What follows belongs to an exercise in optimizing a design on an open flow for small area; a production flow would make more cautious choices. RTL that was checked went through simulation tests only; none was proved equivalent to the original. The RTL of runs 1 and 2 was laid out without a check of its function. No activity file was given, so power comes from the tool's default toggle rates.

[flow/flow/run.sh]
#!/bin/bash
# The standard layout (standard.sh), with:
#  - synthesis: ABC maps for area (flow/synth.tcl, flow/area.abc);
#  - port buffers of the smallest buffer cell;
#  - a clock tree of small buffers without dummy loads.
set -euo pipefail
export FLOW_WORK="$PWD"
export AREA_ABC_SCRIPT="$PWD/flow/area.abc"
bash standard.sh \
  "SYNTH_SCRIPT=$PWD/flow/synth.tcl" \
  "BUFFER_PORTS_ARGS=-buffer_cell sky130_fd_sc_hd__buf_1" \
  "CTS_ARGS=-sink_clustering_enable -repair_clock_nets -dont_use_dummy_load -buf_list {sky130_fd_sc_hd__clkbuf_8}" \
  finish > standard_flow.log 2>&1
[flow/flow/area.abc]
&get -n
&st
&syn2
&dch -f
&nf -R 1000 -p
&put
mfs2
strash
&get -n
&st
&dch -f
&nf -R 1000 -p
&put
topo
[flow/flow/synth.tcl]
# The standard synthesis (synth_recipe.tcl), with ABC's technology mapping
# run on an area-oriented script (flow/area.abc) in place of ORFS's speed
# script. Flip-flop mapping and register names are unchanged.
proc abc {args} {
  set i [lsearch -exact $args -script]
  if { $i >= 0 } {
    set args [lreplace $args [expr {$i + 1}] [expr {$i + 1}] $::env(AREA_ABC_SCRIPT)]
  }
  yosys abc {*}$args
}
source $::env(FLOW_WORK)/synth_recipe.tcl
[flow/standard.sh]
#!/bin/bash
# synth_recipe.tcl (not shown) runs the flow's synth.tcl, then flattens the netlist and writes it again
# the make line also repeats each setting of config.mk as NAME=value (left out here)
make -C /OpenROAD-flow-scripts/flow DESIGN_CONFIG=/design/flow/config.mk WORK_HOME=/design/flow/orfs CLKGATE_MAP_FILE= SYNTH_SCRIPT=/design/flow/synth_recipe.tcl "${@:-finish}"
[flow/config.mk]
export PLATFORM = sky130hd
export DESIGN_NAME = somfy_remote
export DESIGN_NICKNAME = somfy_remote
export VERILOG_FILES = /design/flow/design.v
export SDC_FILE = /design/flow/constraint.sdc
export NUM_CORES = 4
export LEC_CHECK = 0
export CAP_MARGIN = 20
export CORE_MARGIN = 2
export CORE_UTILIZATION = 75
export SLEW_MARGIN = 20
[flow/constraint.sdc]
create_clock -name core_clock -period 10.0 [get_ports {CLK}]
set_input_delay 2.0000 -clock core_clock [delete_from_list [all_inputs] [get_ports {CLK}]]
set_output_delay 2.0000 -clock core_clock [all_outputs]
set_load 0.01 [all_outputs]
[flow/design.v]
module somfy_remote (
    input  wire        CLK,
    input  wire        RST_N,
    input  wire        CFG_RESET_ON_START,
    input  wire        REQ_VALID,
    input  wire [7:0]  REQ_LEN,
    input  wire [7:0]  REQ_DATA,
    input  wire [2:0]  REQ_SEL,
    output wire        REQ_READY,
    output wire [1:0]  MODE,
    output wire        BUSY,
    output wire        ONLINE,
    output wire        OUT_VALID,
    output wire [1:0]  OUT_KIND,
    output wire [2:0]  OUT_CODE,
    output wire [3:0]  OUT_BTN,
    output wire [23:0] OUT_IDENT,
    output wire [7:0]  OUT_CHAR,
    output wire        ACK_VALID,
    output wire [23:0] ACK_IDENT,
    output wire [7:0]  ACK_CHAR,
    output wire [2:0]  NVM_ADDR,
    output wire        NVM_RE,
    output wire        NVM_WE,
    output wire [32:0] NVM_WDATA,
    input  wire [32:0] NVM_RDATA,
    input  wire        NVM_DONE,
    input  wire        NVM_OK,
    output wire        RADIO_TX_REQ,
    input  wire        RADIO_TX_OK,
    output wire        RADIO_STBY_REQ,
    input  wire        RADIO_READY,
    output wire        LINE
);
    localparam [3:0] S_ILOAD  = 4'd0,    
                     S_IWRITE = 4'd1,    
                     S_IDLE   = 4'd2,
                     S_READ   = 4'd3,
                     S_FIN    = 4'd4,    
                     S_WRITE  = 4'd5,    
                     S_TXON   = 4'd6,
                     S_OFF    = 4'd7,
                     S_WH     = 4'd8,    
                     S_WL     = 4'd9,
                     S_HWS    = 4'd10,
                     S_SWSH   = 4'd11,
                     S_SWSL   = 4'd12,
                     S_DATA   = 4'd13,
                     S_SIL    = 4'd14,
                     S_WL2    = 4'd15;   
    reg [3:0]  st;
    reg        failed;       
    reg [2:0]  code;         
    reg [1:0]  dev;          
    reg [7:0]  rdata;        
    reg [31:0] ctr;          
    reg        tmr9;
    wire [9:0] tmr = {tmr9, ctr[31:23]};    
    wire [6:0] k = ctr[22:16];
    wire acc  = (code == 3'd0);
    wire init = (st[3:1] == 3'd0);
    reg [23:0] ident;
    always @(*) begin
        case (dev)
            2'd0: ident = 24'h184623;
            2'd1: ident = 24'hA5C3F0;
            2'd2: ident = 24'h000000;
            default: ident = 24'h7E0913;
        endcase
    end
    wire d_hi  = init ? dev[1] : (dev == 2'd2);
    wire d_mid = init ? (dev != 2'd0) : (dev[1] ^ dev[0]);
    wire d_b0  = init ? (dev == 2'd3) : (dev != 2'd3);
    wire [31:0] dflt = {{16{d_hi}}, {15{d_mid}}, d_b0};
    wire [3:0] btn = {~rdata[2] & ~rdata[1], rdata[2] & ~rdata[0],
                      rdata[2] & rdata[0], rdata[1]};
    wire [2:0] fi = k[6:4];
    wire [2:0] fj = ~k[3:1];
    wire [1:0] j2 = fj[1:0];
    reg kc;
    always @(*) begin
        case ({dev, fi, fj})
            8'h00: kc = 1'b1;
            8'h01: kc = 1'b1;
            8'h02: kc = 1'b1;
            8'h03: kc = 1'b0;
            8'h04: kc = 1'b0;
            8'h05: kc = 1'b1;
            8'h06: kc = 1'b0;
            8'h07: kc = 1'b1;
            8'h08: kc = 1'b0;
            8'h09: kc = 1'b0;
            8'h0A: kc = 1'b0;
            8'h0B: kc = 1'b0;
            8'h0C: kc = 1'b0;
            8'h0D: kc = 1'b1;
            8'h0E: kc = 1'b0;
            8'h0F: kc = 1'b1;
            8'h10: kc = 1'b0;
            8'h11: kc = 1'b0;
            8'h12: kc = 1'b0;
            8'h13: kc = 1'b0;
            8'h14: kc = 1'b0;
            8'h15: kc = 1'b1;
            8'h16: kc = 1'b0;
            8'h17: kc = 1'b1;
            8'h18: kc = 1'b0;
            8'h19: kc = 1'b0;
            8'h1A: kc = 1'b0;
            8'h1B: kc = 1'b0;
            8'h1C: kc = 1'b0;
            8'h1D: kc = 1'b1;
            8'h1E: kc = 1'b0;
            8'h1F: kc = 1'b1;
            8'h20: kc = 1'b0;
            8'h21: kc = 1'b0;
            8'h22: kc = 1'b0;
            8'h23: kc = 1'b1;
            8'h24: kc = 1'b1;
            8'h25: kc = 1'b1;
            8'h26: kc = 1'b0;
            8'h27: kc = 1'b1;
            8'h28: kc = 1'b0;
            8'h29: kc = 1'b1;
            8'h2A: kc = 1'b1;
            8'h2B: kc = 1'b1;
            8'h2C: kc = 1'b1;
            8'h2D: kc = 1'b1;
            8'h2E: kc = 1'b1;
            8'h2F: kc = 1'b1;
            8'h30: kc = 1'b1;
            8'h31: kc = 1'b0;
            8'h32: kc = 1'b1;
            8'h33: kc = 1'b1;
            8'h34: kc = 1'b1;
            8'h35: kc = 1'b0;
            8'h36: kc = 1'b1;
            8'h37: kc = 1'b1;
            8'h40: kc = 1'b1;
            8'h41: kc = 1'b1;
            8'h42: kc = 1'b1;
            8'h43: kc = 1'b0;
            8'h44: kc = 1'b0;
            8'h45: kc = 1'b1;
            8'h46: kc = 1'b0;
            8'h47: kc = 1'b1;
            8'h48: kc = 1'b1;
            8'h49: kc = 1'b0;
            8'h4A: kc = 1'b1;
            8'h4B: kc = 1'b0;
            8'h4C: kc = 1'b0;
            8'h4D: kc = 1'b1;
            8'h4E: kc = 1'b0;
            8'h4F: kc = 1'b1;
            8'h50: kc = 1'b1;
            8'h51: kc = 1'b0;
            8'h52: kc = 1'b1;
            8'h53: kc = 1'b0;
            8'h54: kc = 1'b0;
            8'h55: kc = 1'b1;
            8'h56: kc = 1'b0;
            8'h57: kc = 1'b1;
            8'h58: kc = 1'b1;
            8'h59: kc = 1'b0;
            8'h5A: kc = 1'b1;
            8'h5B: kc = 1'b0;
            8'h5C: kc = 1'b0;
            8'h5D: kc = 1'b1;
            8'h5E: kc = 1'b0;
            8'h5F: kc = 1'b1;
            8'h60: kc = 1'b0;
            8'h61: kc = 1'b0;
            8'h62: kc = 1'b0;
            8'h63: kc = 1'b0;
            8'h64: kc = 1'b0;
            8'h65: kc = 1'b0;
            8'h66: kc = 1'b0;
            8'h67: kc = 1'b0;
            8'h68: kc = 1'b1;
            8'h69: kc = 1'b1;
            8'h6A: kc = 1'b0;
            8'h6B: kc = 1'b0;
            8'h6C: kc = 1'b0;
            8'h6D: kc = 1'b0;
            8'h6E: kc = 1'b1;
            8'h6F: kc = 1'b1;
            8'h70: kc = 1'b1;
            8'h71: kc = 1'b1;
            8'h72: kc = 1'b0;
            8'h73: kc = 1'b0;
            8'h74: kc = 1'b1;
            8'h75: kc = 1'b1;
            8'h76: kc = 1'b0;
            8'h77: kc = 1'b0;
            8'h80: kc = 1'b1;
            8'h81: kc = 1'b1;
            8'h82: kc = 1'b1;
            8'h83: kc = 1'b0;
            8'h84: kc = 1'b0;
            8'h85: kc = 1'b1;
            8'h86: kc = 1'b0;
            8'h87: kc = 1'b1;
            8'h88: kc = 1'b0;
            8'h89: kc = 1'b1;
            8'h8A: kc = 1'b0;
            8'h8B: kc = 1'b1;
            8'h8C: kc = 1'b0;
            8'h8D: kc = 1'b1;
            8'h8E: kc = 1'b0;
            8'h8F: kc = 1'b1;
            8'h90: kc = 1'b0;
            8'h91: kc = 1'b1;
            8'h92: kc = 1'b0;
            8'h93: kc = 1'b1;
            8'h94: kc = 1'b0;
            8'h95: kc = 1'b1;
            8'h96: kc = 1'b0;
            8'h97: kc = 1'b1;
            8'h98: kc = 1'b0;
            8'h99: kc = 1'b1;
            8'h9A: kc = 1'b0;
            8'h9B: kc = 1'b1;
            8'h9C: kc = 1'b0;
            8'h9D: kc = 1'b1;
            8'h9E: kc = 1'b0;
            8'h9F: kc = 1'b1;
            8'hA0: kc = 1'b0;
            8'hA1: kc = 1'b1;
            8'hA2: kc = 1'b0;
            8'hA3: kc = 1'b1;
            8'hA4: kc = 1'b0;
            8'hA5: kc = 1'b1;
            8'hA6: kc = 1'b0;
            8'hA7: kc = 1'b1;
            8'hA8: kc = 1'b0;
            8'hA9: kc = 1'b1;
            8'hAA: kc = 1'b0;
            8'hAB: kc = 1'b1;
            8'hAC: kc = 1'b0;
            8'hAD: kc = 1'b1;
            8'hAE: kc = 1'b0;
            8'hAF: kc = 1'b1;
            8'hB0: kc = 1'b0;
            8'hB1: kc = 1'b1;
            8'hB2: kc = 1'b0;
            8'hB3: kc = 1'b1;
            8'hB4: kc = 1'b0;
            8'hB5: kc = 1'b1;
            8'hB6: kc = 1'b0;
            8'hB7: kc = 1'b1;
            8'hC0: kc = 1'b1;
            8'hC1: kc = 1'b1;
            8'hC2: kc = 1'b1;
            8'hC3: kc = 1'b0;
            8'hC4: kc = 1'b0;
            8'hC5: kc = 1'b1;
            8'hC6: kc = 1'b0;
            8'hC7: kc = 1'b1;
            8'hC8: kc = 1'b0;
            8'hC9: kc = 1'b0;
            8'hCA: kc = 1'b0;
            8'hCB: kc = 1'b1;
            8'hCC: kc = 1'b0;
            8'hCD: kc = 1'b1;
            8'hCE: kc = 1'b0;
            8'hCF: kc = 1'b1;
            8'hD0: kc = 1'b0;
            8'hD1: kc = 1'b0;
            8'hD2: kc = 1'b0;
            8'hD3: kc = 1'b1;
            8'hD4: kc = 1'b0;
            8'hD5: kc = 1'b1;
            8'hD6: kc = 1'b0;
            8'hD7: kc = 1'b1;
            8'hD8: kc = 1'b0;
            8'hD9: kc = 1'b0;
            8'hDA: kc = 1'b0;
            8'hDB: kc = 1'b1;
            8'hDC: kc = 1'b0;
            8'hDD: kc = 1'b1;
            8'hDE: kc = 1'b0;
            8'hDF: kc = 1'b1;
            8'hE0: kc = 1'b0;
            8'hE1: kc = 1'b1;
            8'hE2: kc = 1'b1;
            8'hE3: kc = 1'b0;
            8'hE4: kc = 1'b1;
            8'hE5: kc = 1'b0;
            8'hE6: kc = 1'b1;
            8'hE7: kc = 1'b1;
            8'hE8: kc = 1'b1;
            8'hE9: kc = 1'b1;
            8'hEA: kc = 1'b1;
            8'hEB: kc = 1'b1;
            8'hEC: kc = 1'b1;
            8'hED: kc = 1'b0;
            8'hEE: kc = 1'b1;
            8'hEF: kc = 1'b1;
            8'hF0: kc = 1'b0;
            8'hF1: kc = 1'b0;
            8'hF2: kc = 1'b1;
            8'hF3: kc = 1'b1;
            8'hF4: kc = 1'b0;
            8'hF5: kc = 1'b0;
            8'hF6: kc = 1'b1;
            8'hF7: kc = 1'b1;
            default: kc = 1'bx;
        endcase
    end
    wire nhh = ctr[12 + j2];
    wire nhl = ctr[8 + j2];
    wire nlh = ctr[4 + j2];
    wire nll = ctr[j2];
    wire i1 = (fi != 3'd0);
    wire i2 = (fi >= 3'd2);
    wire i3 = (fi >= 3'd3);
    wire lo = ~fj[2];
    wire w_hh = (i1 & lo) ^ (i2 & ~lo);
    wire w_hl = lo & i1 & ~i2;
    wire w_lh = (i1 & lo) ^ (i3 & ~lo);
    wire w_ll = lo & i1 & ~i3;
    wire bj = (j2 == 2'd0) ? rdata[1] :                  
              (j2 == 2'd1) ? (rdata[2] & rdata[0]) :
              (j2 == 2'd2) ? (rdata[2] & ~rdata[0]) : (~rdata[2] & ~rdata[1]);
    wire fbit = kc ^ (i1 & bj) ^ (w_hh & nhh) ^ (w_hl & nhl) ^ (w_lh & nlh) ^ (w_ll & nll);
    reg [31:0] ctr_inc;
    reg        cy;
    integer    ii;
    always @(*) begin
        cy = 1'b1;
        for (ii = 0; ii < 32; ii = ii + 1) begin
            ctr_inc[ii] = ctr[ii] ^ cy;
            cy = cy & ctr[ii];
        end
    end
    reg [6:0] k_inc;
    reg       ky;
    always @(*) begin
        ky = 1'b1;
        for (ii = 0; ii < 7; ii = ii + 1) begin
            k_inc[ii] = k[ii] ^ ky;
            ky = ky & k[ii];
        end
    end
    wire idle = (st == S_IDLE);
    assign REQ_READY      = idle;
    assign BUSY           = ~idle;
    assign MODE           = {failed, ~failed & ~init};
    assign ONLINE         = ~failed & ~init;
    assign OUT_VALID      = idle & (code != 3'd7);
    assign OUT_CODE       = code;
    assign OUT_KIND       = {|code, acc | code[2] | (code[1] & code[0])};
    assign OUT_BTN        = acc ? btn : 4'h0;
    assign OUT_IDENT      = ident;
    assign OUT_CHAR       = rdata;
    assign ACK_VALID      = (st == S_FIN) & acc;
    assign ACK_IDENT      = OUT_IDENT;
    assign ACK_CHAR       = rdata;
    assign NVM_ADDR       = {dev[1], ~dev[0], dev[1] & ~dev[0]};
    assign NVM_RE         = (st == S_READ);
    assign NVM_WE         = (st == S_WRITE) | (st == S_IWRITE);
    assign NVM_WDATA      = {1'b1, ctr_inc};
    assign RADIO_TX_REQ   = (st == S_TXON);
    assign RADIO_STBY_REQ = (st == S_OFF);
    assign LINE           = (st == S_WH) | (st == S_SWSH) |
                            ((st == S_HWS) & ~k[2]) |
                            ((st == S_DATA) & ~(fbit ^ k[0]));
    wire seg   = st[3];
    wire tick  = ((tmr & 10'h2FF) == 10'h27B);    
    wire r455  = ((tmr & 10'h3DE) == 10'h1CE);    
    wire r605  = ((tmr & 10'h3CF) == 10'h0C5);    
    wire r70   = ((tmr & 10'h289) == 10'h209);    
    wire r335  = ((tmr & 10'h29F) == 10'h21D);    
    wire first = (code == 3'd0);
    reg  tdone;
    always @(*) begin
        case (st)
            S_WH:    tdone = (&{k[3], k[2], k[1]}) & r455;                   
            S_WL:    tdone = (&k) & tick;                                    
            S_WL2:   tdone = (&{k[3], k[1], k[0]}) & r605;                   
            S_HWS:   tdone = (first ? (&k[3:0])                              
                                    : (&{k[5], k[4], k[2], k[1], k[0]}))     
                             & tick;
            S_SWSH:  tdone = (&k[2:0]) & r70;                                
            S_SWSL:  tdone = tick;                                           
            S_DATA:  tdone = (&{k[6], k[5], k[3:0]}) & tick;                 
            default: tdone = (&{k[5], k[3:0]}) & r335;                       
        endcase
    end
    wire [9:0] tstep = {~tmr[8:0], ~(tmr[9] ^ tmr[6])};
    wire len1  = (REQ_LEN == 8'd1);
    wire cmdok = len1 & ((REQ_DATA == 8'h75) | (REQ_DATA == 8'h73) |
                         (REQ_DATA == 8'h64) | (REQ_DATA == 8'h70));
    wire go    = cmdok & ~REQ_SEL[2] & ~failed & RADIO_READY;
    always @(posedge CLK) begin
        tmr9 <= (!seg || tick || tdone) ? 1'b0 : tstep[9];
        if (seg || st == S_TXON) begin
            ctr[31:23] <= (!seg || tick || tdone) ? 9'd0 : tstep[8:0];
            if (!seg || tdone)
                ctr[22:16] <= 7'd0;
            else if (tick)
                ctr[22:16] <= k_inc;
        end
        if (!RST_N) begin
            st     <= S_ILOAD;
            failed <= 1'b0;
            code   <= 3'd7;
            dev    <= 2'd0;
        end else begin
            case (st)
                S_ILOAD: begin
                    ctr <= dflt;
                    st  <= CFG_RESET_ON_START ? S_IWRITE : S_IDLE;
                end
                S_IWRITE: begin
                    if (NVM_DONE) begin
                        if (!NVM_OK) begin
                            failed <= 1'b1;
                            st <= S_IDLE;
                        end else if (dev == 2'd3) begin
                            st <= S_IDLE;
                        end else begin
                            dev <= {dev[1] ^ dev[0], ~dev[0]};
                            st <= S_ILOAD;
                        end
                    end
                end
                S_IDLE: begin
                    if (REQ_VALID) begin
                        rdata <= len1 ? REQ_DATA : 8'h00;
                        dev   <= go ? REQ_SEL[1:0] : 2'd2;
                        if (!cmdok)            code <= 3'd1;
                        else if (REQ_SEL[2])   code <= 3'd2;
                        else if (failed)       code <= 3'd3;
                        else if (!RADIO_READY) code <= 3'd4;
                        else                   code <= 3'd0;
                        st <= go ? S_READ : S_FIN;
                    end
                end
                S_READ: begin
                    if (NVM_DONE) begin
                        ctr <= NVM_RDATA[32] ? NVM_RDATA[31:0] : dflt;
                        st  <= S_WRITE;
                    end
                end
                S_WRITE: begin
                    if (NVM_DONE) begin
                        if (NVM_OK) begin
                            st <= S_TXON;
                        end else begin
                            code <= 3'd3;
                            dev  <= 2'd2;
                            st   <= S_FIN;
                        end
                    end
                end
                S_TXON: begin
                    if (!RADIO_TX_OK) begin
                        code <= 3'd4;
                        dev  <= 2'd2;
                        st   <= S_OFF;
                    end else if (code == 3'd0) begin
                        st  <= S_WH;
                    end else begin
                        st  <= S_HWS;
                    end
                end
                S_OFF: begin
                    if (code[2]) begin
                        st <= S_FIN;
                    end else if (code[1]) begin
                        code <= 3'd0;
                        st   <= S_FIN;
                    end else begin
                        code <= {1'b0, code[0], ~code[0]};    
                        st   <= S_TXON;
                    end
                end
                S_FIN: begin
                    st <= S_IDLE;
                end
                default: begin
                    if (tdone) begin
                        case (st)
                            S_WH: begin
                                st  <= S_WL;
                            end
                            S_WL: begin
                                st  <= S_WL2;
                            end
                            S_WL2: begin
                                st  <= S_HWS;
                            end
                            S_HWS:  st <= S_SWSH;
                            S_DATA: st <= S_SIL;
                            S_SWSH: begin
                                st  <= S_SWSL;
                            end
                            S_SWSL: begin
                                st  <= S_DATA;
                            end
                            default: begin    
                                st <= S_OFF;
                            end
                        endcase
                    end
                end
            endcase
        end
    end
endmodule
==> results of run 1 <==
per-stage QoR:
step,instances,power (mW)
floorplan,484,1.02
global placement,672,1.14
detailed placement,672,1.19
CTS,677,1.31
global route,678,1.42
finish,678,1.34
worst paths after layout:
path	endpoint	from	slack, ns
max	NVM_WDATA[31]	ctr[1]	1.43
max reg2reg	ctr[17]	ctr[18]	6.24
min reg2reg	tmr9	ctr[31]	0.52
min	tmr9	ctr[31]	0.52
Yosys cell counts (all sizes together) (2+ instances only):
cell	number	area, µm²
mux4	4	90.1
a21oi	56	280
and3	3	18.8
buf	54	405
conb	2	7.51
clkinv	17	63.8
xor2	3	26.3
nor2b	18	113
a311oi	2	17.5
edfxtp	24	721
o21ai	21	105
nor2	45	169
or2	4	25.0
nand3	14	70.1
a211oi	4	30.0
dfxtp	27	541
nand4	4	25.0
o21bai	2	15.0
mux2i	4	40.0
a31oi	7	43.8
o211ai	3	22.5
o31ai	4	30.0
ha	46	576
xnor2	6	52.6
o311ai	2	17.5
a41oi	2	17.5
o22ai	2	12.5
nand2b	8	50.1
or3	2	12.5
nor4	3	18.8
o21a	15	113
a22oi	5	37.5
nor3	18	90.1
and2	2	12.5
nand2	31	116
a221o	2	20.0
routing by layer:
layer	share of wire [%]	vias to the layer above
li1	-	1955
met1	35	1954
met2	50	389
met3	11	78
met4	4.1	0
met5	0	-
registers in the layout, indices dropped and copies added, names as in the netlist:
register and flops:
code 3, ctr 32, dev 2, failed 1, rdata 8, st 4
tmr9 1
cells in the final DEF, fill, tap and decap left out, types with 4 or more instances in the layout:
cell type	instances
o31ai_1	4
a21oi_1	56
mux4_2	4
nand4_1	4
o21ai_0	21
nand2_1	31
edfxtp_1	24
xnor2_1	6
dfxtp_1	27
clkinv_1	17
ha_1	46
a22oi_1	5
or2_0	4
a31oi_1	7
clkbuf_8	5
o21a_1	15
buf_1	171
nor3_1	18
nand3_1	14
a211oi_1	4
nor2_1	45
mux2i_1	4
nor2b_1	18
nand2b_1	8
conb_1	9
power groups by stage:
stage	registers, mW	logic (mW)	clock network, mW
finish	0.458	0.769	0.114
detailed placement	0.455	0.732	0
floorplan	0.417	0.600	0
global route	0.470	0.830	0.118
CTS	0.451	0.749	0.111
global placement	0.446	0.693	0
cell families after synthesis:
kind of cell,count (synthesis),synth area share (%)
AO/OA/AOI/OAI,136,20.5
XOR/XNOR,9,1.92
adder cells (fa/ha/maj),46,14.0
buffers and inverters,71,11.4
flip-flops,51,30.8
multiplexers,8,3.17
other,2,0.183
AND/OR/NAND/NOR,154,18.0
cell type report:
cell class | instances | area (µm²) | area share (%)
clock buffers | 5 | 68.8 | 1.52
well taps | 70 | 87.6 | 1.93
flip-flops and latches | 51 | 1260 | 27.8
repair buffers | 173 | 657 | 14.5
multi-input cells | 362 | 2400 | 52.9
inverters | 17 | 63.8 | 1.41
==> reports/results.txt, run 1 <==
CP endpoint kind: output port
Fmax achieved: 117 MHz
Crit path DAT: 6.57 ns
R2R cell count: 13
Chip Width: 78.0 µm
Nets: 716
Slew @ Worst Pin: 1.00 ns
Antenna viol nets, final: 0
Synth warn: 1
Routed vias: 4376
Rows: 26
PD cells: 296 nW/µm²
Post-synthesis sequential area ratio: 30.8%
Pin count of the biggest net entering global routing: 26
CP max stage delay: 0.43 ns
Vias per inst: 6.45
CTS tree: done
Kind of critical path: register to output port
Internal power: 0.671 mW
Initial Utilization: 78.8%
Share of layout cells above drive strength 1: 1.81%
Total CTS buffers: 5
Die Area: 6080 µm²
Setup repair after global routing missed its margin: false
Hold Path Class: register to register
Core area: 5200 µm²
Antenna violations before repair: 0
Met2 Use GR: 67.5%
Fin crit share: 85.7%
CP required: 8.00 ns
Final hold violations: 0
Placed Area: 4460 µm²
Fin area: 4540 µm²
CP Launch Type: register
CTS Buffer Depth: 2
Cell family with most CP delay: adder cells
Fill cells: 313
Ports: 181
GRT Total Usage: 38.5%
Postcts setup bufs: 0
Clock root cell: clkbuf_8
Hold_buf cts: 0
Post_cts resized: 0
Mean Syn Cell Area: 8.60 µm²
Setup TNS: 0 ns
GRT met1 Usage: 45.1%
Final Max Slew Viols: 0
Detailed-route wire length: 12100 µm
Post-synth cell types: 47
Worst-Skew Late Latency: 0.32 ns
FFs w/ async S/R, synth: 0%
Post-synth EDFFs: 24
Seq pwr share: 34.2%
IO buf count: 171
Clock share of power: 8.5%
Relative slew slack: 33.0%
DRC: 0
Hold path cells: 1
Logic gate share of total power: 57.3%
Crit. path cell count: 32
Sw frac: 50.0%
Worst Path Buf+Inv: 1
Skew final: 0.0217 ns
Die height: 78.0 µm
GR peak layer: met2
First-pass GRT wire length: 18900 µm
Placer Congestion: 0.918
Dpl ws: 1.75 ns
Iteration-0 DRC Markers: 566
Mapped Area: 4100 µm²
Most common cell on crit path: ha_1
Switch Pwr: 0.670 mW
H-tree Lvls: 2
FF+latch count, synth: 51
Period minus WS final: 8.57 ns
IR drop worst, VDD: 0.221 mV
Routed len/inst: 17.9 µm
Crit-path slowest cell: edfxtp_1
GRT overflow: 0
Clock Sinks: 51
Max-cap violations: 0
Lkg Pwr: 1.73 nW
Final setup viols: 0
Main flop type after synthesis: dfxtp_1
Worst setup margin: 1.43 ns
Post-layout util: 87.1%
Reg clk slew, reported paths: 0.10 ns
Detailed Routing Iterations Pass 1: 6
Vias in the first global route: 4103
CP max FO: 2
Met3 Use GR: 8.14%
Dpl hpwl: 8790 µm
WHS: 0.524 ns
Synthesized instance count: 477
Number of diodes: 0
Layout area overhead: 10.6%
Outcome: timing/DRC/antenna clean
==> run 2: changes to the inputs <==
--- a/flow/design.v
+++ b/flow/design.v
@@ -54,8 +54,7 @@
     reg [1:0]  dev;          
     reg [7:0]  rdata;        
     reg [31:0] ctr;          
-    reg        tmr9;
-    wire [9:0] tmr = {tmr9, ctr[31:23]};    
+    wire [9:0] tmr = {code[2], ctr[31:23]};
     wire [6:0] k = ctr[22:16];
     wire acc  = (code == 3'd0);
     wire init = (st[3:1] == 3'd0);
@@ -371,7 +370,7 @@
     wire r605  = ((tmr & 10'h3CF) == 10'h0C5);    
     wire r70   = ((tmr & 10'h289) == 10'h209);    
     wire r335  = ((tmr & 10'h29F) == 10'h21D);    
-    wire first = (code == 3'd0);
+    wire first = (code[1:0] == 2'd0);
     reg  tdone;
     always @(*) begin
         case (st)
@@ -393,7 +392,8 @@
                          (REQ_DATA == 8'h64) | (REQ_DATA == 8'h70));
     wire go    = cmdok & ~REQ_SEL[2] & ~failed & RADIO_READY;
     always @(posedge CLK) begin
-        tmr9 <= (!seg || tick || tdone) ? 1'b0 : tstep[9];
+        if (seg)
+            code[2] <= (tick || tdone) ? 1'b0 : tstep[9];
         if (seg || st == S_TXON) begin
             ctr[31:23] <= (!seg || tick || tdone) ? 9'd0 : tstep[8:0];
             if (!seg || tdone)
@@ -459,7 +459,7 @@
                         code <= 3'd4;
                         dev  <= 2'd2;
                         st   <= S_OFF;
-                    end else if (code == 3'd0) begin
+                    end else if (first) begin
                         st  <= S_WH;
                     end else begin
                         st  <= S_HWS;
==> reports/results.txt, run 2 <==
Most common cell on crit path: ha_1
Ranking of synthesized cells by area: edfxtp_1, ha_1, dfxtp_1, buf_4, a21oi_1
Largest regs: ctr (32), rdata (8), st (4)
Most frequent cell after synthesis: buf_4
Clock Sinks: 50 (-2.0%)
Hold_buf cts: 0 (unchanged)
Lkg Pwr: 1.85 nW (+7.0%)
Detailed Routing Iterations Pass 1: 6 (unchanged)
Antenna viol nets, final: 0 (unchanged)
PD cells: 318 nW/µm² (+7.6%)
Kind of critical path: register to output port
WHS: 0.562 ns (+0.0376 ns)
Mapped Area: 4070 µm² (-0.73%)
R2R cell count: 12 (-1)
Max-cap violations: 0 (unchanged)
Dpl ws: 1.72 ns (-0.0339 ns)
CP Launch Type: register
GRT overflow: 0 (unchanged)
Detailed-route wire length: 13300 µm (+9.6%)
Worst setup margin: 1.26 ns (-0.175 ns)
Fmax achieved: 114 MHz (-2.0%)
Post_cts resized: 0 (unchanged)
Post-synth cell types: 48 (+2.1%)
Iteration-0 DRC Markers: 609 (+7.6%)
Fill cells: 274 (-12%)
RR Startpoint: st[2]
Crit-path slowest cell: edfxtp_1
Placer Congestion: 0.970 (+5.6%)
Synthesized instance count: 476 (-0.21%)
Total CTS buffers: 5 (unchanged)
Crit path DAT: 6.74 ns (+0.17 ns)
Most common cell after layout, fill and taps aside: buf_1
Share of layout cells above drive strength 1: 2.63% (+0.82 points)
CP max stage delay: 0.44 ns (about the same)
Ports: 181 (unchanged)
Number of diodes: 0 (unchanged)
Nets: 717 (+0.14%)
Final hold violations: 0 (unchanged)
Relative slew slack: 29.3% (-3.7 points)
Layout area overhead: 11.4%
Post-synthesis sequential area ratio: 30.5% (-0.26 points)
Setup repair after global routing missed its margin: false
Hold Path Class: register to register
Total power: 1.44 mW (+7.7%)
Postcts setup bufs: 0 (unchanged)
Clock share of power: 7.7% (-0.8 points)
Chip Width: 77.7 µm (-0.35%)
Dpl hpwl: 9940 µm (+13%)
Clock root cell: clkbuf_8
R2r setup slk: 6.74 ns (+0.50 ns)
Post-synth EDFFs: 24 (unchanged)
Worst Setup SP: ctr[0]
Main flop type after synthesis: dfxtp_1
Routed vias: 4471 (+2.2%)
First-pass GRT wire length: 20400 µm (+8.2%)
Vias per inst: 6.58 (+2.0%)
FFs w/ async S/R, synth: 0% (unchanged)
Largest register by flop count: ctr
IR drop worst, VDD: 0.234 mV (+5.6%)
GRT Total Usage: 43.3% (+4.8 points)
CP max FO: 3 (+1)
Final Max Slew Viols: 0 (unchanged)
Slew @ Worst Pin: 1.05 ns (+0.0481 ns)
Outcome: timing/DRC/antenna clean
Synth warn: 1 (unchanged)
Vias in the first global route: 4189 (+2.1%)
Reg clk slew, reported paths: 0.09 ns (about the same)
Core area: 5170 µm² (-0.62%)
Reg-to-reg endpoint: ctr[17]
Setup TNS: 0 ns (unchanged)
CP endpoint kind: output port
Die Area: 6030 µm² (-0.69%)
Hold Startpoint: ctr[31]
Max reg flops: 32 (unchanged)
CP required: 8.00 ns (about the same)
FF+latch count, synth: 50 (-2.0%)
Commonest non-fill, non-tap cells in the layout: buf_1, nand2_1, ha_1
Skew final: 0.0151 ns (-0.00665 ns)
Switch Pwr: 0.747 mW (+11%)
Post-synth top cells: buf_4, nand2_1, ha_1
Period minus WS final: 8.74 ns (+0.175 ns)
Pin count of the biggest net entering global routing: 34 (+31%)
CTS tree: done
Final setup viols: 0 (unchanged)
IO buf count: 171 (unchanged)
Logic gate share of total power: 60.2% (+2.9 points)
Seq pwr share: 32.1% (-2.1 points)
Initial Utilization: 78.7% (-0.085 points)
Antenna violations before repair: 0 (unchanged)
H-tree Lvls: 2 (unchanged)
Hold Path Sink: ctr[31]
Sw frac: 51.7% (+1.7 points)
Internal power: 0.697 mW (+3.9%)
Die height: 77.7 µm (-0.35%)
CTS Buffer Depth: 2 (unchanged)
Mean Syn Cell Area: 8.55 µm² (-0.52%)
Hold path cells: 2 (+1)
Fin crit share: 87.4% (+1.7 points)
Top cell type's share of synthesized area: 17.7% (+0.13 points)
Rows: 26 (unchanged)
Cell taking the most area after synthesis: edfxtp_1
DRC: 0 (unchanged)
Worst-Skew Late Latency: 0.30 ns (-0.02 ns)
Routed len/inst: 19.6 µm (+9.5%)
-- run 2: cell types whose count changed in the layout (fill, tap and decap cells not counted), sizes merged, moves of 9 or more --
cell	delta
a21oi	-15
a21o	+16
a31oi	+13
nor2b	-15
o21a	-15
nand2	+18
nor2	-9
-- run 2: area by class of cell --
cell class | instances | area [µm²] | area share, %
Clock buffer | 5 | 68.8 | 1.52
Timing Repair Buffer | 175 | 672 | 14.8
Multi-Input combinational cell | 358 | 2390 | 52.6
Tap cell | 70 | 87.6 | 1.93
Inverter | 21 | 78.8 | 1.74
Sequential cell | 50 | 1240 | 27.4
-- run 2: critical path: cells and delay by family, from the launching register on --
| family | cells | cell delay [ns] |
|---|---|---|
| buf+inv | 1 | 0.16 |
| fa+ha+maj | 30 | 5.70 |
| xor+xnor | 1 | 0.13 |
| flops | 1 | 0.44 |
-- run 2: worst max path at each step --
stage | endpoint | cells after the start
after CTS | NVM_WDATA[31] | 32
after global routing | NVM_WDATA[31] | 32
after floorplan | NVM_WDATA[31] | 31
after detailed placement | NVM_WDATA[31] | 32
after global placement | NVM_WDATA[31] | 32
final | NVM_WDATA[31] | 32
-- run 2: cell families after synthesis --
logic type / synth area share, %
xor+xnor: 2.37
fa+ha+maj: 14.1
flops: 30.5
compound gates: 20.4
buf+inv: 11.9
mux: 2.70
other cells: 0.184
simple gates: 17.8
-- run 2: through the flow --
stage | utilization, % | instance area, µm² | cells
6_report | 87.7 | 4540 | 679
5_1_grt | 87.7 | 4540 | 679
4_1_cts | 87.4 | 4520 | 679
3_5_place_dp | 86.1 | 4450 | 674
3_3_place_gp | 86.1 | 4450 | 674
2_1_floorplan | - | 4100 | 483
-- run 2: power groups by stage --
stage	combinational, mW	clock, mW	sequential [mW]
final	0.870	0.111	0.463
after floorplan	0.673	0	0.418
after global routing	0.948	0.115	0.473
after detailed placement	0.841	0	0.459
after global placement	0.771	0	0.450
after CTS	0.850	0.109	0.454
-- run 2: routing by layer --
layer  vias to the layer above  share of wire (%)  GRT usage [%]
li1                       1970                  -              -
met1                      1987                 34           48.7
met2                       406                 49           73.3
met3                       108                 11           9.65
met4                         0                6.3           28.4
met5                         -                  0              0
==> run 3: changes to the inputs <==
--- a/flow/design.v
+++ b/flow/design.v
@@ -328,19 +328,13 @@
     always @(*) begin
         cy = 1'b1;
         for (ii = 0; ii < 32; ii = ii + 1) begin
+            if (ii == 16)
+                cy = cy | st[3];
             ctr_inc[ii] = ctr[ii] ^ cy;
             cy = cy & ctr[ii];
         end
     end
-    reg [6:0] k_inc;
-    reg       ky;
-    always @(*) begin
-        ky = 1'b1;
-        for (ii = 0; ii < 7; ii = ii + 1) begin
-            k_inc[ii] = k[ii] ^ ky;
-            ky = ky & k[ii];
-        end
-    end
+    wire [6:0] k_inc = ctr_inc[22:16];
     wire idle = (st == S_IDLE);
     assign REQ_READY      = idle;
     assign BUSY           = ~idle;
==> reports/results.txt, run 3 <==
Logic gate share of total power: 61.9% (+1.7 points)
GRT Total Usage: 41.0% (-2.3 points)
CP max stage delay: 0.42 ns (-0.02 ns)
Skew final: 0.0219 ns (+0.00680 ns)
Clock share of power: 6.8% (-0.9 points)
Mapped Area: 4020 µm² (-1.2%)
IR drop worst, VDD: 0.243 mV (+4.0%)
Die height: 77.2 µm (-0.56%)
Final hold violations: 0 (unchanged)
Post-layout util: 86.9% (-0.83 points)
WHS: 0.617 ns (+0.0551 ns)
Switch Pwr: 0.834 mW (+12%)
Post_cts resized: 0 (unchanged)
Fin area: 4470 µm² (-1.6%)
Dpl hpwl: 9160 µm (-7.8%)
Routed len/inst: 18.6 µm (-4.9%)
Placer Congestion: 0.950 (-2.1%)
R2r setup slk: 4.27 ns (-2.47 ns)
Slew @ Worst Pin: 0.891 ns (-0.161 ns)
Fin crit share: 90.1% (+2.6 points)
Lkg Pwr: 1.73 nW (-6.8%)
Largest register by flop count: ctr
Hold Path Class: register to register
CP Launch Type: register
Max-cap violations: 0 (unchanged)
Hold_buf cts: 0 (unchanged)
Internal power: 0.767 mW (+10%)
Vias per inst: 6.47 (-1.7%)
Ports: 181 (unchanged)
Seq pwr share: 31.2% (-0.9 points)
Post-synth EDFFs: 24 (unchanged)
Commonest non-fill, non-tap cells in the layout: buf_1, nand2_1, ha_1
Rows: 26 (unchanged)
First-pass GRT wire length: 19500 µm (-4.6%)
CP endpoint kind: output port
Crit-path slowest cell: edfxtp_1
FFs w/ async S/R, synth: 0% (unchanged)
Routed vias: 4299 (-3.8%)
Setup repair after global routing missed its margin: false
Antenna violations before repair: 0 (unchanged)
Detailed-route wire length: 12400 µm (-7.0%)
DRC: 0 (unchanged)
CTS tree: done
Die Area: 5970 µm² (-1.1%)
FF+latch count, synth: 50 (unchanged)
Sw frac: 52.1% (+0.36 points)
Final Max Slew Viols: 0 (unchanged)
Number of diodes: 0 (unchanged)
Crit path DAT: 7.01 ns (+0.27 ns)
Pin count of the biggest net entering global routing: 34 (unchanged)
Outcome: timing/DRC/antenna clean
Max reg flops: 32 (unchanged)
Most common cell after layout, fill and taps aside: buf_1
Initial Utilization: 78.3% (-0.43 points)
Clock Sinks: 50 (unchanged)
Final setup viols: 0 (unchanged)
Most frequent cell after synthesis: buf_4
Largest regs: ctr (32), rdata (8), st (4)
Placed Area: 4390 µm² (-1.3%)
Fmax achieved: 111 MHz (-2.9%)
GRT overflow: 0 (unchanged)
Worst-Skew Late Latency: 0.31 ns (about the same)
Period minus WS final: 9.01 ns (+0.263 ns)
PD cells: 359 nW/µm² (+13%)
Main flop type after synthesis: dfxtp_1
Synth warn: 1 (unchanged)
Top cell type's share of synthesized area: 17.9% (+0.21 points)
Layout area overhead: 11.0%
Core area: 5140 µm² (-0.63%)
Mean Syn Cell Area: 8.69 µm² (+1.6%)
Chip Width: 77.2 µm (-0.56%)
IO buf count: 171 (unchanged)
Clock root cell: clkbuf_8
Ranking of synthesized cells by area: edfxtp_1, dfxtp_1, ha_1, buf_4, a21oi_1
Synthesized instance count: 463 (-2.7%)
Relative slew slack: 39.9% (+11 points)
Setup TNS: 0 ns (unchanged)
Total power: 1.60 mW (+11%)
Detailed Routing Iterations Pass 1: 6 (unchanged)
Nets: 697 (-2.8%)
Post-synth top cells: buf_4, nand2_1, ha_1
Iteration-0 DRC Markers: 569 (-6.6%)
Cell taking the most area after synthesis: edfxtp_1
Postcts setup bufs: 0 (unchanged)
Post-synth cell types: 51 (+6.3%)
Kind of critical path: register to output port
Share of layout cells above drive strength 1: 2.19% (-0.44 points)
Antenna viol nets, final: 0 (unchanged)
Most common cell on crit path: ha_1
Reg clk slew, reported paths: 0.07 ns (-0.02 ns)
Vias in the first global route: 3989 (-4.8%)
Post-synthesis sequential area ratio: 30.8% (+0.36 points)
CP required: 8.00 ns (about the same)
H-tree Lvls: 2 (unchanged)
CTS Buffer Depth: 2 (unchanged)
Total CTS buffers: 5 (unchanged)
CP max FO: 3 (unchanged)
[run 3: cell types whose count changed in the layout (fill, tap and decap cells not counted), sizes merged, moves of 4 or more]
cell and delta:
a221oi +14, a31oi -14, and3 -5, ha -5, nand2 -6, nand2b +4, nor2b +11, nor3 +4
o21ai -11
[run 3: layer usage]
metal	part of all wire [%]	routed length [µm]	vias to the layer above	track usage (%)
li1	-	-	1923	-
met1	35	4340	1933	47.6
met2	50	6180	379	73.4
met3	11	1300	64	6.94
met4	4.5	557	0	18.6
met5	0	0	-	0
[run 3: layout make-up]
| class | instances | area [µm²] |
|---|---|---|
| multi-input cells | 342 | 2320 |
| repair buffers | 173 | 657 |
| flip-flops and latches | 50 | 1240 |
| fillers | 284 | 674 |
| clock buffers | 5 | 68.8 |
| well taps | 70 | 87.6 |
| inverters | 24 | 90.1 |
[run 3: path summary, 6_finish.rpt]
path	from	to	cells after the start
worst min-delay path	failed	failed	2
worst max-delay path	ctr[0]	NVM_WDATA[31]	33
worst max register to register	ctr[0]	ctr[22]	25
worst min register to register	failed	failed	2
[run 3: cell families (layout without fill, tap and decap cells)]
family          Yosys count  count (layout)  synth area share (%)
compound gates          127             127                  21.0
xor+xnor                  9               9                  1.96
fa+ha+maj                41              41                  12.7
buf+inv                  78             202                  12.3
flops                    50              50                  30.8
mux                       7               7                  2.99
other cells               2               9                 0.187
simple gates            149             149                  18.0
[run 3: power by group through the flow]
stage	clock network [mW]	logic, mW	registers, mW
finish	0.110	0.992	0.500
global route	0.115	1.08	0.506
CTS	0.108	0.969	0.487
detailed placement	0	0.953	0.492
global placement	0	0.907	0.482
floorplan	0	0.789	0.445
[run 3: critical path: cells and delay by family, from the launching register on]
family                     cells  cell delay (ns)
adders and majority gates     30             5.80
DFF                            1             0.42
and+or+nand+nor                1             0.21
buffers and inverters          1             0.17
xor gates and xnor gates       1             0.13
[run 3: per-stage QoR]
| step | setup WS, ns | std cells |
|---|---|---|
| after CTS | 1.07 | 664 |
| after floorplan | 2.02 | 470 |
| final | 0.992 | 664 |
| after global routing | 0.764 | 664 |
| after global placement | 1.74 | 659 |
| after detailed placement | 1.50 | 659 |
==> run 4: changes to the inputs <==
==> flow/flow/area.abc (replaced) <==
&get -n
&st
&deepsyn -T 180
&dch -f
&nf -R 1000 -p
&put
mfs2
strash
&get -n
&st
&dch -f
&nf -R 1000 -p
&put
topo
==> flow/flow/synth.tcl (replaced) <==
proc abc {args} {
  set i [lsearch -exact $args -script]
  if { $i >= 0 } {
    set args [lreplace $args [expr {$i + 1}] [expr {$i + 1}] $::env(AREA_ABC_SCRIPT)]
  }
  yosys abc {*}$args
}
source $::env(FLOW_WORK)/synth_recipe.tcl
==> reports/results.txt, run 4 <==
Outcome: timing/DRC/antenna clean
Largest register by flop count: ctr
Fin crit share: 88.0% (-2.0 points)
Nets: 671 (-3.7%)
H-tree Lvls: 2 (unchanged)
Fmax achieved: 114 MHz (+2.3%)
Setup TNS: 0 ns (unchanged)
Die height: 75.7 µm (-2.0%)
Worst-Skew Late Latency: 0.30 ns (about the same)
Largest regs: ctr (32), rdata (8), st (4)
Mean Syn Cell Area: 8.82 µm² (+1.4%)
Postcts setup bufs: 0 (unchanged)
Most common cell on crit path: ha_1
Cell taking the most area after synthesis: edfxtp_1
DRC: 0 (unchanged)
Ports: 181 (unchanged)
Clock share of power: 10.4% (+3.6 points)
Commonest non-fill, non-tap cells in the layout: buf_1, nand2_1, ha_1
IR drop worst, VDD: 0.190 mV (-22%)
Detailed Routing Iterations Pass 1: 5 (-1)
Total power: 1.04 mW (-35%)
Placer Congestion: 0.912 (-4.0%)
Post-synth EDFFs: 24 (unchanged)
Skew final: 0.0104 ns (-0.0114 ns)
Initial Utilization: 76.4% (-1.9 points)
Post-synthesis sequential area ratio: 32.2% (+1.4 points)
RR Startpoint: ctr[0]
IO buf count: 171 (unchanged)
Max reg flops: 32 (unchanged)
FF+latch count, synth: 50 (unchanged)
Fin area: 4310 µm² (-3.6%)
GR peak layer: met2
Sw frac: 47.3% (-4.8 points)
Placed Area: 4240 µm² (-3.6%)
Share of layout cells above drive strength 1: 2.11% (-0.076 points)
Dpl ws: 1.54 ns (+0.0352 ns)
Met2 Use GR: 58.4% (-15 points)
Main flop type after synthesis: dfxtp_1
First-pass GRT wire length: 15100 µm (-23%)
PD cells: 241 nW/µm² (-33%)
Antenna viol nets, final: 0 (unchanged)
CP Launch Type: register
Met3 Use GR: 6.08% (-0.86 points)
Detailed-route wire length: 9950 µm (-20%)
GRT overflow: 0 (unchanged)
Lkg Pwr: 1.61 nW (-6.9%)
Dpl hpwl: 7660 µm (-16%)
Hold Path Class: register to register
FFs w/ async S/R, synth: 0% (unchanged)
Vias per inst: 6.03 (-6.8%)
Layout area overhead: 11.8%
Most common cell after layout, fill and taps aside: buf_1
Post_cts resized: 0 (unchanged)
Synth warn: 1 (unchanged)
Routed len/inst: 15.6 µm (-16%)
Kind of critical path: register to output port
Top cell type's share of synthesized area: 18.7% (+0.80 points)
Synthesized instance count: 437 (-5.6%)
Antenna violations before repair: 0 (unchanged)
Post-synth top cells: buf_4, nand2_1, ha_1
Total CTS buffers: 5 (unchanged)
Max-cap violations: 0 (unchanged)
Crit-path slowest cell: edfxtp_1
Mapped Area: 3850 µm² (-4.3%)
Final hold violations: 0 (unchanged)
CP endpoint kind: output port
Slew @ Worst Pin: 0.850 ns (-0.0409 ns)
CP max stage delay: 0.42 ns (about the same)
Number of diodes: 0 (unchanged)
Final setup viols: 0 (unchanged)
Worst setup margin: 1.20 ns (+0.204 ns)
Fill cells: 329 (+16%)
Relative slew slack: 42.5% (+2.6 points)
Switch Pwr: 0.491 mW (-41%)
Period minus WS final: 8.80 ns (-0.204 ns)
Post-synth cell types: 47 (-7.8%)
Ranking of synthesized cells by area: edfxtp_1, dfxtp_1, ha_1, buf_4, a21oi_1
Hold Startpoint: ctr[31]
Setup repair after global routing missed its margin: false
Internal power: 0.548 mW (-29%)
CTS tree: done
Hold_buf cts: 0 (unchanged)
GRT met1 Usage: 44.1% (-3.5 points)
Clock Sinks: 50 (unchanged)
Clock root cell: clkbuf_8
Core area: 5040 µm² (-1.9%)
Seq pwr share: 38.1% (+6.9 points)
GRT Total Usage: 34.4% (-6.6 points)
Final Max Slew Viols: 0 (unchanged)
Crit path DAT: 6.80 ns (-0.21 ns)
Reg clk slew, reported paths: 0.08 ns (about the same)
Vias in the first global route: 3246 (-19%)
Logic gate share of total power: 51.6% (-10 points)
Pin count of the biggest net entering global routing: 33 (-2.9%)
CP max FO: 3 (unchanged)
Die Area: 5730 µm² (-4.0%)
Rows: 26 (unchanged)
Chip Width: 75.7 µm (-2.0%)
Routed vias: 3850 (-10%)
Worst Setup SP: ctr[0]
Iteration-0 DRC Markers: 338 (-41%)
CP required: 8.00 ns (about the same)
CTS Buffer Depth: 2 (unchanged)
Most frequent cell after synthesis: buf_4
## run 4: cell types whose count changed in the layout (fill, tap and decap cells not counted), sizes merged, moves of 4 or more
cell / previous run / this run
a211oi: 6 / 11
clkinv: 24 / 16
o21ai: 16 / 21
o22ai: 5 / 1
nor2: 33 / 38
a21o: 16 / 0
nand4: 6 / 1
o21a: 1 / 17
nor2b: 14 / 7
nor3: 16 / 11
a221oi: 16 / 8
xor2: 3 / 7
## run 4: power by group through the flow
stage / sequential [mW] / combinational, mW / clock [mW]
finish: 0.396 / 0.536 / 0.108
global route: 0.405 / 0.599 / 0.114
CTS: 0.390 / 0.532 / 0.108
detailed placement: 0.395 / 0.526 / 0
global placement: 0.393 / 0.507 / 0
floorplan: 0.364 / 0.435 / 0
## run 4: cell type report
| type | instances | area [µm²] | share of cell area (%) |
|---|---|---|---|
| multi-input cells | 324 | 2190 | 50.9 |
| clock buffers | 5 | 68.8 | 1.60 |
| repair buffers | 173 | 657 | 15.3 |
| flip-flops and latches | 50 | 1240 | 28.8 |
| inverters | 16 | 60.1 | 1.39 |
| well taps | 70 | 87.6 | 2.03 |
## run 4: cell families (layout without fill, tap and decap cells)
logic type	after synthesis	after routing	synth area share, %
and+or+nand+nor	140	140	17.4
muxes	4	4	2.34
other	2	9	0.195
buffers and inverters	70	194	12.1
AOI/OAI and AO/OA	120	120	20.2
DFF	50	50	32.2
xor gates and xnor gates	10	10	2.27
adders and majority gates	41	41	13.3
## run 4: worst paths after layout
kind | to | depth (start not counted) | slack, ns
setup / recovery | NVM_WDATA[31] | 33 | 1.20
setup reg to reg | ctr[22] | 25 | 4.68
hold reg to reg | code[2] | 1 | 0.60
hold / removal | code[2] | 1 | 0.60
## run 4: worst max-delay path: cells and delay by family, from the launching register on
family | cells | cell delay, ns
XOR/XNOR | 1 | 0.13
adder cells (fa/ha/maj) | 30 | 5.56
buffers and inverters | 1 | 0.16
flip-flops | 1 | 0.42
AND/OR/NAND/NOR | 1 | 0.21
## run 4: layer usage
| metal | part of all wire, % | vias up |
|---|---|---|
| li1 | - | 1822 |
| met4 | 2.3 | 0 |
| met2 | 52 | 213 |
| met1 | 39 | 1787 |
| met5 | 0 | - |
| met3 | 7.3 | 28 |
## run 4: stage by stage
| step | utilization, % | instances | hold WS [ns] |
|---|---|---|---|
| floorplan | - | 444 | 0.512 |
| global placement | 83.9 | 632 | 0.561 |
| detailed placement | 84.0 | 633 | 0.570 |
| CTS | 85.4 | 638 | 0.600 |
| global route | 85.4 | 638 | 0.636 |
| finish | 85.4 | 638 | 0.595 |
==> run 5: changes to the inputs <==
==> flow/flow/run.sh (replaced) <==
#!/bin/bash
# The standard layout (standard.sh), with:
#  - port buffers of the smallest buffer cell;
#  - a clock tree of small buffers without dummy loads.
set -euo pipefail
export FLOW_WORK="$PWD"
export AREA_ABC_SCRIPT="$PWD/flow/area.abc"
bash standard.sh \
  "SYNTH_SCRIPT=$PWD/flow/synth.tcl" \
  "ADDER_MAP_FILE=" \
  "BUFFER_PORTS_ARGS=-buffer_cell sky130_fd_sc_hd__buf_1" \
  "CTS_ARGS=-sink_clustering_enable -repair_clock_nets -dont_use_dummy_load -buf_list {sky130_fd_sc_hd__clkbuf_8}" \
  finish > standard_flow.log 2>&1
==> reports/results.txt, run 5 <==
Most common cell after layout, fill and taps aside: buf_1
First-pass GRT wire length: 15900 µm (+5.5%)
H-tree Lvls: 2 (unchanged)
Ranking of synthesized cells by area: edfxtp_1, dfxtp_1, buf_4, nand2_1, nor2_1
Antenna violations before repair: 0 (unchanged)
DRC: 0 (unchanged)
CTS Buffer Depth: 2 (unchanged)
Synth warn: 1 (unchanged)
Worst-Skew Late Latency: 0.31 ns (about the same)
Max-cap violations: 0 (unchanged)
Final setup viols: 0 (unchanged)
Post-layout util: 86.5% (+1.1 points)
Top cell type's share of synthesized area: 19.7% (+0.94 points)
Outcome: timing/DRC/antenna clean
Mapped Area: 3670 µm² (-4.8%)
Post-synth top cells: buf_4, nand2_1, nor2_1
Total CTS buffers: 5 (unchanged)
Postcts setup bufs: 0 (unchanged)
Number of diodes: 0 (unchanged)
Antenna viol nets, final: 0 (unchanged)
R2r setup slk: 6.39 ns (+1.71 ns)
Clock Sinks: 50 (unchanged)
Hold_buf cts: 0 (unchanged)
Lkg Pwr: 1.42 nW (-12%)
Rows: 25 (-3.8%)
Dpl ws: 3.65 ns (+2.11 ns)
Initial Utilization: 77.6% (+1.2 points)
Most frequent cell after synthesis: buf_4
Vias per inst: 6.19 (+2.6%)
Largest register by flop count: ctr
Fin area: 4090 µm² (-5.1%)
Placer Congestion: 0.936 (+2.6%)
Iteration-0 DRC Markers: 347 (+2.7%)
Hold Path Class: register to register
Pin count of the biggest net entering global routing: 21 (-36%)
Post-synthesis sequential area ratio: 33.8% (+1.6 points)
GRT overflow: 0 (unchanged)
Skew final: 0.0110 ns (+0.000578 ns)
IO buf count: 171 (unchanged)
Placed Area: 4020 µm² (-5.2%)
CP endpoint kind: output port
Nets: 647 (-3.6%)
Detailed Routing Iterations Pass 1: 5 (unchanged)
PD cells: 189 nW/µm² (-22%)
Clock root cell: clkbuf_8
Vias in the first global route: 3446 (+6.2%)
Slew @ Worst Pin: 0.993 ns (+0.142 ns)
Post_cts resized: 0 (unchanged)
Hold Startpoint: code[1]
Kind of critical path: register to output port
Total power: 0.771 mW (-26%)
GRT Total Usage: 37.4% (+3.1 points)
Relative slew slack: 33.3% (-9.2 points)
CP required: 8.00 ns (about the same)
Die Area: 5460 µm² (-4.6%)
Max reg flops: 32 (unchanged)
CP Launch Type: register
Post-synth EDFFs: 24 (unchanged)
Setup repair after global routing missed its margin: false
Fmax achieved: 148 MHz (+31%)
Detailed-route wire length: 10400 µm (+5.0%)
Cell taking the most area after synthesis: edfxtp_1
Final Max Slew Viols: 0 (unchanged)
Routed len/inst: 16.0 µm (+2.7%)
Largest regs: ctr (32), rdata (8), st (4)
Worst setup margin: 3.27 ns (+2.07 ns)
Setup TNS: 0 ns (unchanged)
Worst Setup SP: ctr[0]
Core area: 4720 µm² (-6.3%)
Crit path DAT: 4.73 ns (-2.07 ns)
RR Startpoint: ctr[0]
Share of layout cells above drive strength 1: 1.37% (-0.75 points)
Period minus WS final: 6.73 ns (-2.07 ns)
IR drop worst, VDD: 0.123 mV (-35%)
Chip Width: 73.9 µm (-2.3%)
Main flop type after synthesis: dfxtp_1
Die height: 73.9 µm (-2.3%)
Post-synth cell types: 48 (+2.1%)
Synthesized instance count: 456 (+4.3%)
Ports: 181 (unchanged)
Reg clk slew, reported paths: 0.08 ns (about the same)
CP max FO: 6 (+3)
Commonest non-fill, non-tap cells in the layout: buf_1, nand2_1, nor2_1
Dpl hpwl: 7800 µm (+1.8%)
CTS tree: done
Fin crit share: 67.3% (-21 points)
FFs w/ async S/R, synth: 0% (unchanged)
FF+latch count, synth: 50 (unchanged)
Final hold violations: 0 (unchanged)
Mean Syn Cell Area: 8.04 µm² (-8.8%)
Layout area overhead: 11.4%
Routed vias: 4038 (+4.9%)
## run 5: final timing paths
check	end	cells past startpoint
worst max-delay path	NVM_WDATA[31]	16
worst min-delay path	code[1]	2
worst max register to register	ctr[22]	13
worst min register to register	code[1]	2
## run 5: layout make-up
cell class / count / area [µm²]
Fill cell: 302 / 637
Tap cell: 67 / 83.8
Timing Repair Buffer: 172 / 649
Sequential cell: 50 / 1240
Clock buffer: 5 / 68.8
Multi-Input combinational cell: 345 / 1990
Inverter: 13 / 48.8
## run 5: logic make-up (layout without fill, tap and decap cells)
family	after synthesis	in the layout	share of synthesized area (%)
AND/OR/NAND/NOR	195	195	25.9
AO/OA/AOI/OAI	108	108	18.9
buffers and inverters	68	190	12.5
flip-flops	50	50	33.8
XOR/XNOR	29	29	6.93
multiplexers	4	4	1.77
other	2	9	0.205
## run 5: metrics by stage
step	hold slack (ns)	std cells
3_5_place_dp	0.553	647
6_report	0.567	652
3_3_place_gp	0.539	647
2_1_floorplan	0.510	463
5_1_grt	0.600	652
4_1_cts	0.566	652
## run 5: per-layer routing
| metal | track usage [%] | wire (µm) | vias up |
|---|---|---|---|
| met3 | 6.45 | 982 | 28 |
| met5 | 0 | 0 | - |
| li1 | - | - | 1843 |
| met4 | 12.7 | 215 | 0 |
| met2 | 66.9 | 5520 | 317 |
| met1 | 45.4 | 3730 | 1850 |
## run 5: worst max-delay path, stage by stage (launching register included)
cell and delay [ns]:
edfxtp_1 0.46, nand4_1 0.21, nor2b_1 0.28, nand3_1 0.18
nor2b_1 0.25, and3_1 0.24, and2_0 0.24, and3_1 0.30
a41oi_1 0.25, nor3_1 0.46, and3_1 0.33, and4_1 0.31
nand2_1 0.13, nor2_1 0.29, nand4_1 0.15, xnor2_1 0.18
buf_1 0.16
## run 5: where the power goes
part / leakage, nW / internal [mW] / switching, mW
clock network: 0.0359 / 0.0454 / 0.0662
registers: 0.427 / 0.264 / 0.0857
logic: 0.954 / 0.125 / 0.184
==> run 6: changes to the inputs <==
--- a/flow/config.mk
+++ b/flow/config.mk
@@ -7,5 +7,5 @@
 export LEC_CHECK = 0
 export CAP_MARGIN = 20
 export CORE_MARGIN = 2
-export CORE_UTILIZATION = 75
+export CORE_UTILIZATION = 85
 export SLEW_MARGIN = 20
==> reports/results.txt, run 6 <==
Outcome: aborted with a tool error
FFs w/ async S/R, synth: 0% (unchanged)
Cell taking the most area after synthesis: edfxtp_1
Post-synthesis sequential area ratio: 33.8% (unchanged)
Post-synth cell types: 48 (unchanged)
Post-synth top cells: buf_4, nand2_1, nor2_1
Chip Width: 69.7 µm (-5.7%)
Mapped Area: 3670 µm² (unchanged)
FF+latch count, synth: 50 (unchanged)
Mean Syn Cell Area: 8.04 µm² (unchanged)
Die height: 69.7 µm (-5.7%)
Failed at: global placement without I/O
Ranking of synthesized cells by area: edfxtp_1, dfxtp_1, buf_4, nand2_1, nor2_1
Main flop type after synthesis: dfxtp_1
Run Error: [ERROR GPL-0301] Utilization 103.514 % exceeds 100%.
Post-synth EDFFs: 24 (unchanged)
Top cell type's share of synthesized area: 19.7% (unchanged)
Most frequent cell after synthesis: buf_4
Synthesized instance count: 456 (unchanged)
Synth warn: 1 (unchanged)
Rows: 23 (-8.0%)
Initial Utilization: 89.7% (+12 points)
## run 6: cell counts after synthesis
Identical to the previous run, type by type.
## run 6: cell families after synthesis
group,Yosys count,share of synthesized area [%]
and+or+nand+nor,195,25.9
AOI/OAI and AO/OA,108,18.9
buffers and inverters,68,12.5
DFF,50,33.8
xor gates and xnor gates,29,6.93
muxes,4,1.77
other,2,0.205

## what the ideal ports hide
How much do the figures lean on ideal ports? The routed layouts below were timed once more, with nothing changed but the port constraints.
Step 1, drivers: a clkbuf_16 drives CLK and a buf_2 each remaining input, both assumed.
Step 2 moves the port delays by t, midway between the first and last clock arrival at a register: inputs arrive t later, outputs are due t later. That takes back most of the time a late clock gives input paths.
Slacks: ideal / step 1 / step 2; pairs: ideal / step 1.
run | t, ns | setup WS [ns] | hold WS [ns]
run 1 | 0.337 | 1.430 / 1.402 / 1.739 | 0.524 / 0.524 / 0.524
run 2 | 0.327 | 1.255 / 1.224 / 1.550 | 0.562 / 0.562 / 0.562
run 3 | 0.331 | 0.992 / 0.962 / 1.293 | 0.617 / 0.617 / 0.617
run 4 | 0.327 | 1.196 / 1.167 / 1.493 | 0.595 / 0.595 / 0.595
run 5 | 0.336 | 3.265 / 3.236 / 3.572 | 0.567 / 0.567 / 0.567
After both steps setup and hold are still met in every run listed.
